This is an optimization exercise on Yosys and OpenROAD, whose aim is small area, a short achievable clock period and few clock cycles, not a production implementation.
At most, simulation tests tie the RTL to the original design; equivalence was not proved.

==> inputs of v31 <==
==> flow/design.v <==
module inv16_core (
    input  wire         clk,
    input  wire         rst,           
    input  wire         start,         
    input  wire [15:0]  nsteps,        
    output wire         busy,
    input  wire         hw_we,
    input  wire [4:0]   hw_sel,        
    input  wire [15:0]  hw_data,
    output wire [255:0] regs,          
    output wire [15:0]  pc_o,
    output wire         dir_o,         
    output wire [1:0]   err_o,
    output wire         halted_o,
    output wire         brk_o,         
    output reg          mem_req,
    output reg          mem_we,
    output reg  [15:0]  mem_addr,
    output wire [15:0]  mem_wdata,     
    input  wire         mem_ack,
    input  wire [15:0]  mem_rdata      
);
    localparam S_IDLE  = 3'd0;
    localparam S_FETCH = 3'd1;    
    localparam S_EXEC  = 3'd2;    
    localparam S_SRMW  = 3'd3;    
    localparam S_DIV   = 3'd4;    
    localparam S_MUL   = 3'd5;    
    localparam S_SRR   = 3'd6;    
    localparam S_DRAIN = 3'd7;    
    localparam OP_ADD = 4'h0, OP_SUB = 4'h1, OP_ROR = 4'h2, OP_ROL = 4'h3;
    localparam OP_SHR = 4'h4, OP_SHL = 4'h5, OP_AND = 4'h6, OP_ORA = 4'h7;
    localparam OP_MUL = 4'h8, OP_DIV = 4'h9, OP_CMP = 4'hA, OP_JEQ = 4'hB;
    localparam OP_XRI = 4'hC, OP_SRR = 4'hD, OP_SRM = 4'hE, OP_BRK = 4'hF;
    localparam ERR_NONE = 2'd0, ERR_MISALIGNED = 2'd1;
    localparam ERR_MISMATCHED = 2'd2, ERR_SRR = 2'd3;
    reg [15:0] x [0:15];
    reg [15:0] pc;
    reg        dir;
    reg [1:0]  err;
    reg        halted;
    reg        brk_hit;
    reg [2:0]  state;
    reg [15:0] ir;
    reg [15:0] steps_left;
    reg        last;           
    reg [15:0] dr;
    reg [15:0] dq;
    reg [3:0]  dcnt;           
    genvar gi;
    generate
        for (gi = 0; gi < 16; gi = gi + 1) begin : g_regs
            assign regs[16*gi +: 16] = x[gi];
        end
    endgenerate
    assign busy     = (state != S_IDLE);
    assign pc_o     = pc;
    assign dir_o    = dir;
    assign err_o    = err;
    assign halted_o = halted;
    assign brk_o    = brk_hit;
    wire [7:0] byte1 = ir[15:8];
    wire [3:0] op = ir[7:4];
    wire [3:0] fa = ir[3:0];
    wire [3:0] fb = ir[15:12];
    wire [3:0] fc = ir[11:8];
    function [15:0] rdport(input [3:0] sel, input [255:0] r);
        integer k;
        begin
            rdport = 16'h0000;
            for (k = 0; k < 16; k = k + 1)
                rdport = rdport | (r[16*k +: 16] & {16{sel == k}});
        end
    endfunction
    wire [15:0] va = rdport(fa, regs);
    wire [15:0] vb = rdport(fb, regs);
    wire [15:0] vc = rdport(fc, regs);
    wire [3:0]  sh = vc[3:0];
    wire [15:0] pc_next = dir ? (pc - 16'd2) : (pc + 16'd2);
    wire        is_sub = (op != OP_ADD);
    wire [16:0] sum    = {1'b0, vb} + {1'b0, vc ^ {16{is_sub}}} + {16'd0, is_sub};
    wire        eq     = (vb == vc);
    wire        lt     = ~sum[16];       
    function [4:0] bitlen(input [15:0] v);
        integer k;
        begin
            bitlen = 5'd0;
            for (k = 0; k < 16; k = k + 1)
                if (v[k]) bitlen = k + 1;
        end
    endfunction
    wire [4:0] lb = bitlen(vb);
    wire [4:0] lc = bitlen(vc);
    wire [4:0] dn = lb - lc;             
    wire       div_zero = (lc == 5'd0) || (lb < lc);    
    reg  [16:0] sh_in;
    reg  [3:0]  sh_amt;
    always @(*) begin
        if (op == OP_DIV) begin
            sh_in  = {1'b0, vb};
            sh_amt = ~dn[3:0];
        end else if (op[0]) begin       
            sh_in  = {1'b0, vb};
            sh_amt = sh;
        end else begin                  
            sh_in  = {vb, 1'b0};
            sh_amt = ~sh;
        end
    end
    wire [31:0] sh_out = {15'd0, sh_in} << sh_amt;
    reg [15:0] alu_f;
    always @(*) begin
        case (op)
            OP_ADD, OP_SUB: alu_f = sum[15:0];
            OP_ROR, OP_SHR: alu_f = sh_out[31:16];
            OP_ROL, OP_SHL: alu_f = sh_out[15:0];
            OP_AND:  alu_f = vb & vc;
            OP_ORA:  alu_f = vb | vc;
            OP_CMP:  alu_f = eq ? 16'h0000 : (lt ? 16'hFFFF : 16'h0001);
            OP_XRI:  alu_f = {8'h00, byte1};
            default: alu_f = 16'h0000;
        endcase
    end
    reg [15:0] srr_a, srr_b;
    always @(*) begin
        case (fc[2:0])
            3'd0: begin srr_a = va;                     srr_b = vb;                     end
            3'd1: begin srr_a = {va[7:0], va[15:8]};    srr_b = vb;                     end
            3'd2: begin srr_a = va;                     srr_b = {vb[7:0], vb[15:8]};    end
            3'd3: begin srr_a = {va[7:0], va[15:8]};    srr_b = {vb[7:0], vb[15:8]};    end
            3'd4: begin srr_a = vb;                     srr_b = va;                     end
            3'd5: begin srr_a = {vb[7:0], vb[15:8]};    srr_b = {va[7:0], va[15:8]};    end
            3'd6: begin srr_a = {vb[7:0], va[7:0]};     srr_b = {vb[15:8], va[15:8]};   end
            default: begin srr_a = {va[15:8], vb[15:8]}; srr_b = {va[7:0], vb[7:0]};    end
        endcase
    end
    wire [16:0] div_trial = {dr, dq[15]} - {1'b0, vc};
    wire        div_bit   = ~div_trial[16];
    wire [15:0] div_q     = {dq[14:0], div_bit};
    wire [15:0] mul_lo = vb * {8'd0, vc[7:0]};
    wire [7:0]  mul_hi = vb[7:0] * vc[15:8];
    wire [15:0] mul_q  = {dr[15:8] + mul_hi, dr[7:0]};
    assign mem_wdata = va;
    always @(*) begin
        mem_req  = 1'b0;
        mem_we   = 1'b0;
        mem_addr = pc_next;
        case (state)
            S_IDLE:  begin
                mem_req  = start && err == ERR_NONE && !halted;
                mem_addr = pc;
            end
            S_FETCH, S_DRAIN: begin mem_req = 1'b1; mem_addr = pc; end
            S_EXEC:  begin
                mem_req = 1'b1;
                if (op == OP_SRM)      mem_addr = vb;
                else if (op == OP_JEQ) mem_addr = va;    
            end
            S_SRMW:  begin mem_req = 1'b1; mem_we = 1'b1; mem_addr = vb; end
            S_DIV:   begin mem_req = (dcnt == 4'd0); end
            S_MUL, S_SRR: begin mem_req = 1'b1; end
            default: ;
        endcase
    end
    task automatic next_step;
        begin
            steps_left <= steps_left - 16'd1;
            last       <= (steps_left == 16'd2);
            if (last)
                state <= S_IDLE;
            else begin
                ir    <= mem_rdata;
                state <= S_EXEC;
            end
        end
    endtask
    always @(posedge clk) begin
        if (rst) begin
            pc         <= 16'h0000;
            dir        <= 1'b0;
            err        <= ERR_NONE;
            halted     <= 1'b0;
            brk_hit    <= 1'b0;
            state      <= S_IDLE;
        end else begin
            case (state)
                S_IDLE: begin
                    if (start) begin
                        brk_hit    <= 1'b0;
                        steps_left <= nsteps;
                        last       <= (nsteps == 16'd1);
                        if (err == ERR_NONE && !halted) begin
                            ir <= mem_rdata;
                            if (nsteps == 16'd0)
                                state <= mem_ack ? S_IDLE : S_DRAIN;
                            else
                                state <= mem_ack ? S_EXEC : S_FETCH;
                        end
                    end else if (hw_we) begin
                        case (hw_sel)
                            5'd16:   pc  <= hw_data;
                            5'd17:   dir <= hw_data[0];
                            5'd18:   err <= hw_data[1:0];
                            default: ;
                        endcase
                    end
                end
                S_DRAIN: begin
                    if (mem_ack) state <= S_IDLE;
                end
                S_FETCH: begin
                    if (mem_ack) begin
                        ir    <= mem_rdata;
                        state <= S_EXEC;
                    end
                end
                S_EXEC: if (mem_ack) begin
                    case (op)
                        OP_BRK: begin
                            brk_hit <= 1'b1;
                            if (fa == 4'hF && fb == 4'hF)
                                halted <= 1'b1;
                            else
                                pc <= pc_next;
                            state <= S_IDLE;
                        end
                        OP_SRR: begin
                            if (fc[3]) begin
                                err   <= ERR_SRR;
                                state <= S_IDLE;
                            end else begin
                                dr    <= srr_b;
                                state <= S_SRR;
                            end
                        end
                        OP_JEQ: begin
                            if (!eq) begin
                                pc         <= pc_next;
                                steps_left <= steps_left - 16'd1;
                                last       <= (steps_left == 16'd2);
                                state      <= last ? S_IDLE : S_FETCH;
                            end else if (va[0]) begin
                                err   <= ERR_MISALIGNED;
                                state <= S_IDLE;
                            end else if (mem_rdata != ir) begin
                                err   <= ERR_MISMATCHED;
                                state <= S_IDLE;
                            end else begin
                                pc         <= va;
                                steps_left <= steps_left - 16'd1;
                                last       <= (steps_left == 16'd2);
                                if (last) state <= S_IDLE;
                            end
                        end
                        OP_SRM: begin
                            dr    <= mem_rdata;
                            state <= S_SRMW;
                        end
                        OP_MUL: begin
                            dr    <= mul_lo;
                            state <= S_MUL;
                        end
                        OP_DIV: begin
                            if (div_zero) begin
                                pc <= pc_next;
                                next_step;
                            end else begin
                                {dr, dq} <= sh_out[31:0];
                                dcnt     <= dn[3:0];
                                state    <= S_DIV;
                            end
                        end
                        default: begin
                            pc <= pc_next;
                            next_step;
                        end
                    endcase
                end
                S_SRMW: begin
                    if (mem_ack) begin
                        pc         <= pc_next;
                        steps_left <= steps_left - 16'd1;
                        last       <= (steps_left == 16'd2);
                        state      <= last ? S_IDLE : S_FETCH;
                    end
                end
                S_MUL, S_SRR: begin
                    if (mem_ack) begin
                        pc <= pc_next;
                        next_step;
                    end
                end
                S_DIV: begin
                    if (dcnt != 4'd0) begin
                        dcnt <= dcnt - 4'd1;
                        dr   <= div_bit ? div_trial[15:0] : {dr[14:0], dq[15]};
                        dq   <= div_q;
                    end else if (mem_ack) begin
                        pc <= pc_next;
                        next_step;
                    end
                end
                default: state <= S_IDLE;
            endcase
        end
    end
    reg        we_a;
    reg [3:0]  wa;
    reg [15:0] wd_a;
    always @(*) begin
        we_a = 1'b0;
        wa   = fa;
        wd_a = va ^ alu_f;
        case (state)
            S_IDLE: begin
                we_a = hw_we && !start && !hw_sel[4];
                wa   = hw_sel[3:0];
                wd_a = hw_data;
            end
            S_EXEC: if (mem_ack) begin
                case (op)
                    OP_DIV, OP_BRK, OP_SRM, OP_MUL: ;
                    OP_SRR: begin
                        we_a = !fc[3];
                        wd_a = srr_a;
                    end
                    OP_JEQ: begin
                        we_a = eq && !va[0] && mem_rdata == ir;
                        wd_a = pc;
                    end
                    default: we_a = 1'b1;
                endcase
            end
            S_SRMW: begin
                we_a = mem_ack;
                wd_a = dr;
            end
            S_DIV: begin
                we_a = (dcnt == 4'd0) && mem_ack;
                wd_a = va ^ div_q;
            end
            S_MUL: begin
                we_a = mem_ack;
                wd_a = va ^ mul_q;
            end
            S_SRR: begin
                we_a = mem_ack;
                wa   = fb;
                wd_a = dr;
            end
            default: ;
        endcase
    end
    wire [15:0] wd = rst ? 16'h0000 : wd_a;
    integer i;
    always @(posedge clk) begin
        for (i = 0; i < 16; i = i + 1)
            if (rst || (we_a && wa == i))
                x[i] <= wd;
    end
endmodule
==> flow/run.sh <==
#!/bin/bash
# synth_recipe.tcl (not shown) runs the flow's synth.tcl, then flattens the netlist and writes it again
# the make line also repeats each setting of config.mk as NAME=value (left out here)
make -C /OpenROAD-flow-scripts/flow DESIGN_CONFIG=/design/flow/config.mk WORK_HOME=/design/flow/orfs CLKGATE_MAP_FILE= SYNTH_SCRIPT=/design/flow/synth_recipe.tcl finish
==> flow/config.mk <==
export PLATFORM = sky130hd
export DESIGN_NAME = inv16_core
export DESIGN_NICKNAME = inv16_core
export VERILOG_FILES = /design/flow/design.v
export SDC_FILE = /design/flow/constraint.sdc
export NUM_CORES = 4
export LEC_CHECK = 0
export CAP_MARGIN = 20
export CORE_MARGIN = 2
export CORE_UTILIZATION = 40
export SETUP_SLACK_MARGIN = 5
export SLEW_MARGIN = 20
==> flow/constraint.sdc <==
create_clock -name core_clock -period 11.0 [get_ports {clk}]
set_input_delay 2.2000 -clock core_clock [delete_from_list [all_inputs] [get_ports {clk}]]
set_output_delay 2.2000 -clock core_clock [all_outputs]
set_load 0.01 [all_outputs]
==> v27: changes against v31 <==
--- a/flow/design.v
+++ b/flow/design.v
@@ -26,7 +26,4 @@
     localparam S_SRMW  = 3'd3;    
     localparam S_DIV   = 3'd4;    
-    localparam S_MUL   = 3'd5;    
-    localparam S_SRR   = 3'd6;    
-    localparam S_DRAIN = 3'd7;    
     localparam OP_ADD = 4'h0, OP_SUB = 4'h1, OP_ROR = 4'h2, OP_ROL = 4'h3;
     localparam OP_SHR = 4'h4, OP_SHL = 4'h5, OP_AND = 4'h6, OP_ORA = 4'h7;
@@ -65,15 +62,7 @@
     wire [3:0] fb = ir[15:12];
     wire [3:0] fc = ir[11:8];
-    function [15:0] rdport(input [3:0] sel, input [255:0] r);
-        integer k;
-        begin
-            rdport = 16'h0000;
-            for (k = 0; k < 16; k = k + 1)
-                rdport = rdport | (r[16*k +: 16] & {16{sel == k}});
-        end
-    endfunction
-    wire [15:0] va = rdport(fa, regs);
-    wire [15:0] vb = rdport(fb, regs);
-    wire [15:0] vc = rdport(fc, regs);
+    wire [15:0] va = x[fa];
+    wire [15:0] vb = x[fb];
+    wire [15:0] vc = x[fc];
     wire [3:0]  sh = vc[3:0];
     wire [15:0] pc_next = dir ? (pc - 16'd2) : (pc + 16'd2);
@@ -117,4 +106,5 @@
             OP_AND:  alu_f = vb & vc;
             OP_ORA:  alu_f = vb | vc;
+            OP_MUL:  alu_f = vb * vc;
             OP_CMP:  alu_f = eq ? 16'h0000 : (lt ? 16'hFFFF : 16'h0001);
             OP_XRI:  alu_f = {8'h00, byte1};
@@ -138,7 +128,5 @@
     wire        div_bit   = ~div_trial[16];
     wire [15:0] div_q     = {dq[14:0], div_bit};
-    wire [15:0] mul_lo = vb * {8'd0, vc[7:0]};
-    wire [7:0]  mul_hi = vb[7:0] * vc[15:8];
-    wire [15:0] mul_q  = {dr[15:8] + mul_hi, dr[7:0]};
+    wire jeq_twin = (op == OP_JEQ) && eq && !va[0];
     assign mem_wdata = va;
     always @(*) begin
@@ -148,16 +136,15 @@
         case (state)
             S_IDLE:  begin
-                mem_req  = start && err == ERR_NONE && !halted;
+                mem_req  = start && err == ERR_NONE && !halted && nsteps != 16'd0;
                 mem_addr = pc;
             end
-            S_FETCH, S_DRAIN: begin mem_req = 1'b1; mem_addr = pc; end
+            S_FETCH: begin mem_req = 1'b1; mem_addr = pc; end
             S_EXEC:  begin
                 mem_req = 1'b1;
-                if (op == OP_SRM)      mem_addr = vb;
-                else if (op == OP_JEQ) mem_addr = va;    
+                if (op == OP_SRM)  mem_addr = vb;
+                else if (jeq_twin) mem_addr = va;
             end
             S_SRMW:  begin mem_req = 1'b1; mem_we = 1'b1; mem_addr = vb; end
             S_DIV:   begin mem_req = (dcnt == 4'd0); end
-            S_MUL, S_SRR: begin mem_req = 1'b1; end
             default: ;
         endcase
@@ -190,10 +177,7 @@
                         steps_left <= nsteps;
                         last       <= (nsteps == 16'd1);
-                        if (err == ERR_NONE && !halted) begin
-                            ir <= mem_rdata;
-                            if (nsteps == 16'd0)
-                                state <= mem_ack ? S_IDLE : S_DRAIN;
-                            else
-                                state <= mem_ack ? S_EXEC : S_FETCH;
+                        if (err == ERR_NONE && !halted && nsteps != 16'd0) begin
+                            ir    <= mem_rdata;
+                            state <= mem_ack ? S_EXEC : S_FETCH;
                         end
                     end else if (hw_we) begin
@@ -206,7 +190,4 @@
                     end
                 end
-                S_DRAIN: begin
-                    if (mem_ack) state <= S_IDLE;
-                end
                 S_FETCH: begin
                     if (mem_ack) begin
@@ -230,14 +211,12 @@
                                 state <= S_IDLE;
                             end else begin
-                                dr    <= srr_b;
-                                state <= S_SRR;
+                                pc <= pc_next;
+                                next_step;
                             end
                         end
                         OP_JEQ: begin
                             if (!eq) begin
-                                pc         <= pc_next;
-                                steps_left <= steps_left - 16'd1;
-                                last       <= (steps_left == 16'd2);
-                                state      <= last ? S_IDLE : S_FETCH;
+                                pc <= pc_next;
+                                next_step;
                             end else if (va[0]) begin
                                 err   <= ERR_MISALIGNED;
@@ -257,8 +236,4 @@
                             state <= S_SRMW;
                         end
-                        OP_MUL: begin
-                            dr    <= mul_lo;
-                            state <= S_MUL;
-                        end
                         OP_DIV: begin
                             if (div_zero) begin
@@ -285,10 +260,4 @@
                     end
                 end
-                S_MUL, S_SRR: begin
-                    if (mem_ack) begin
-                        pc <= pc_next;
-                        next_step;
-                    end
-                end
                 S_DIV: begin
                     if (dcnt != 4'd0) begin
@@ -305,9 +274,10 @@
         end
     end
-    reg        we_a;
+    reg        we_a, we_b;
     reg [3:0]  wa;
     reg [15:0] wd_a;
     always @(*) begin
         we_a = 1'b0;
+        we_b = 1'b0;
         wa   = fa;
         wd_a = va ^ alu_f;
@@ -320,7 +290,8 @@
             S_EXEC: if (mem_ack) begin
                 case (op)
-                    OP_DIV, OP_BRK, OP_SRM, OP_MUL: ;
+                    OP_DIV, OP_BRK, OP_SRM: ;
                     OP_SRR: begin
                         we_a = !fc[3];
+                        we_b = !fc[3];
                         wd_a = srr_a;
                     end
@@ -340,22 +311,17 @@
                 wd_a = va ^ div_q;
             end
-            S_MUL: begin
-                we_a = mem_ack;
-                wd_a = va ^ mul_q;
-            end
-            S_SRR: begin
-                we_a = mem_ack;
-                wa   = fb;
-                wd_a = dr;
-            end
             default: ;
         endcase
     end
-    wire [15:0] wd = rst ? 16'h0000 : wd_a;
     integer i;
     always @(posedge clk) begin
-        for (i = 0; i < 16; i = i + 1)
-            if (rst || (we_a && wa == i))
-                x[i] <= wd;
+        for (i = 0; i < 16; i = i + 1) begin
+            if (rst)
+                x[i] <= 16'h0000;
+            else if (we_b && fb == i)
+                x[i] <= srr_b;
+            else if (we_a && wa == i)
+                x[i] <= wd_a;
+        end
     end
 endmodule
--- a/flow/config.mk
+++ b/flow/config.mk
@@ -9,4 +9,3 @@
 export CORE_MARGIN = 2
 export CORE_UTILIZATION = 40
-export SETUP_SLACK_MARGIN = 5
 export SLEW_MARGIN = 20
==> v25: changes against v31 <==
--- a/flow/design.v
+++ b/flow/design.v
@@ -28,5 +28,4 @@
     localparam S_MUL   = 3'd5;    
     localparam S_SRR   = 3'd6;    
-    localparam S_DRAIN = 3'd7;    
     localparam OP_ADD = 4'h0, OP_SUB = 4'h1, OP_ROR = 4'h2, OP_ROL = 4'h3;
     localparam OP_SHR = 4'h4, OP_SHL = 4'h5, OP_AND = 4'h6, OP_ORA = 4'h7;
@@ -65,15 +64,7 @@
     wire [3:0] fb = ir[15:12];
     wire [3:0] fc = ir[11:8];
-    function [15:0] rdport(input [3:0] sel, input [255:0] r);
-        integer k;
-        begin
-            rdport = 16'h0000;
-            for (k = 0; k < 16; k = k + 1)
-                rdport = rdport | (r[16*k +: 16] & {16{sel == k}});
-        end
-    endfunction
-    wire [15:0] va = rdport(fa, regs);
-    wire [15:0] vb = rdport(fb, regs);
-    wire [15:0] vc = rdport(fc, regs);
+    wire [15:0] va = x[fa];
+    wire [15:0] vb = x[fb];
+    wire [15:0] vc = x[fc];
     wire [3:0]  sh = vc[3:0];
     wire [15:0] pc_next = dir ? (pc - 16'd2) : (pc + 16'd2);
@@ -141,4 +132,5 @@
     wire [7:0]  mul_hi = vb[7:0] * vc[15:8];
     wire [15:0] mul_q  = {dr[15:8] + mul_hi, dr[7:0]};
+    wire jeq_twin = (op == OP_JEQ) && eq && !va[0];
     assign mem_wdata = va;
     always @(*) begin
@@ -148,12 +140,12 @@
         case (state)
             S_IDLE:  begin
-                mem_req  = start && err == ERR_NONE && !halted;
+                mem_req  = start && err == ERR_NONE && !halted && nsteps != 16'd0;
                 mem_addr = pc;
             end
-            S_FETCH, S_DRAIN: begin mem_req = 1'b1; mem_addr = pc; end
+            S_FETCH: begin mem_req = 1'b1; mem_addr = pc; end
             S_EXEC:  begin
                 mem_req = 1'b1;
-                if (op == OP_SRM)      mem_addr = vb;
-                else if (op == OP_JEQ) mem_addr = va;    
+                if (op == OP_SRM)  mem_addr = vb;
+                else if (jeq_twin) mem_addr = va;
             end
             S_SRMW:  begin mem_req = 1'b1; mem_we = 1'b1; mem_addr = vb; end
@@ -190,10 +182,7 @@
                         steps_left <= nsteps;
                         last       <= (nsteps == 16'd1);
-                        if (err == ERR_NONE && !halted) begin
-                            ir <= mem_rdata;
-                            if (nsteps == 16'd0)
-                                state <= mem_ack ? S_IDLE : S_DRAIN;
-                            else
-                                state <= mem_ack ? S_EXEC : S_FETCH;
+                        if (err == ERR_NONE && !halted && nsteps != 16'd0) begin
+                            ir    <= mem_rdata;
+                            state <= mem_ack ? S_EXEC : S_FETCH;
                         end
                     end else if (hw_we) begin
@@ -206,7 +195,4 @@
                     end
                 end
-                S_DRAIN: begin
-                    if (mem_ack) state <= S_IDLE;
-                end
                 S_FETCH: begin
                     if (mem_ack) begin
@@ -236,8 +222,6 @@
                         OP_JEQ: begin
                             if (!eq) begin
-                                pc         <= pc_next;
-                                steps_left <= steps_left - 16'd1;
-                                last       <= (steps_left == 16'd2);
-                                state      <= last ? S_IDLE : S_FETCH;
+                                pc <= pc_next;
+                                next_step;
                             end else if (va[0]) begin
                                 err   <= ERR_MISALIGNED;
--- a/flow/config.mk
+++ b/flow/config.mk
@@ -9,4 +9,3 @@
 export CORE_MARGIN = 2
 export CORE_UTILIZATION = 40
-export SETUP_SLACK_MARGIN = 5
 export SLEW_MARGIN = 20
==> comparison table <==
                                                                                       v27                      v31                      v25
Highest clock rate                                                                98.7 MHz                  144 MHz                 94.0 MHz
RSZ-0062 raised after global routing                                                 false                     true                    false
Number of DRC markers after the initial detailed-route iteration                      8329                     7653                     7710
Status                                                             complete, no violations  complete, no violations  complete, no violations
End of the worst register-to-register path                                        x[5][14]                  x[1][9]                  x[1][6]
Number of antenna violations at the first check in global routing                       27                       17                       19
Relative slew margins                                                                17.4%                    18.4%                    11.2%
Number of diodes                                                                        18                       18                       12
Via-per-instance ratio                                                                7.44                     7.39                     7.27
Multi-In Gates                                                                        3475                     2829                     2842
Post-route fraction of the period consumed by the critical path                      92.1%                    63.0%                    96.7%
Fraction of the core area covered by cells at the end of the flow                    48.6%                    57.9%                    48.5%
Part of the Yosys area used for sequential elements                                  21.8%                    31.5%                    31.1%
Compound-gate portion of the synthesized area                                        31.4%                    25.7%                    26.7%
Post-placement worst setup slack                                                   1.55 ns                  2.47 ns                  1.58 ns
Number of cells upsized or downsized after cts                                           0                      568                        0
Met3 global-route usage                                                              21.3%                    24.9%                    17.9%
Worst hold margin                                                                 0.526 ns                 0.486 ns                 0.546 ns
Post-Route Skew                                                                  0.0378 ns                0.0410 ns                0.0350 ns
Most repeated cell in the gate-level netlist after synthesis                       nand2_1                  nand2_1                 edfxtp_1
Testbench counts of v27, summed over its fixed seeds: cycles 110,237.
Testbench counts of v25, summed over its fixed seeds: cycles 118,559.
No functional check of the RTL was part of v31.

afterwards: timing with drivers on the ports:
In the flow no input, the clock included, has a driving cell. The finished layouts below were timed again as built, in two steps.
Step 1 sets driving cells, clkbuf_16 on the clock port and buf_2 on the other inputs (assumed; they add their load-dependent delay and slew).
Step 2, shift: input delay + t, output delay - t, t = (earliest + latest rising clock arrival at the registers) / 2. This alone moves slack from input paths to output paths.
Three values: no drivers, after step 1, after step 2; two values: the first two.
| run | t (ns) | setup WS [ns] | hold WS [ns] | latest minus earliest clock arrival (ns) |
|---|---|---|---|---|
| v31 | 0.685 | 4.071 / 4.071 / 4.071 | 0.486 / 0.486 / 0.486 | 0.041 / 0.041 |
| v27 | 0.712 | 0.867 / 0.788 / 0.871 | 0.526 / 0.526 / 0.526 | 0.038 / 0.037 |
| v25 | 0.667 | 0.367 / 0.298 / 0.965 | 0.546 / 0.546 / 0.546 | 0.035 / 0.035 |
After both steps every run listed still meets setup and hold.
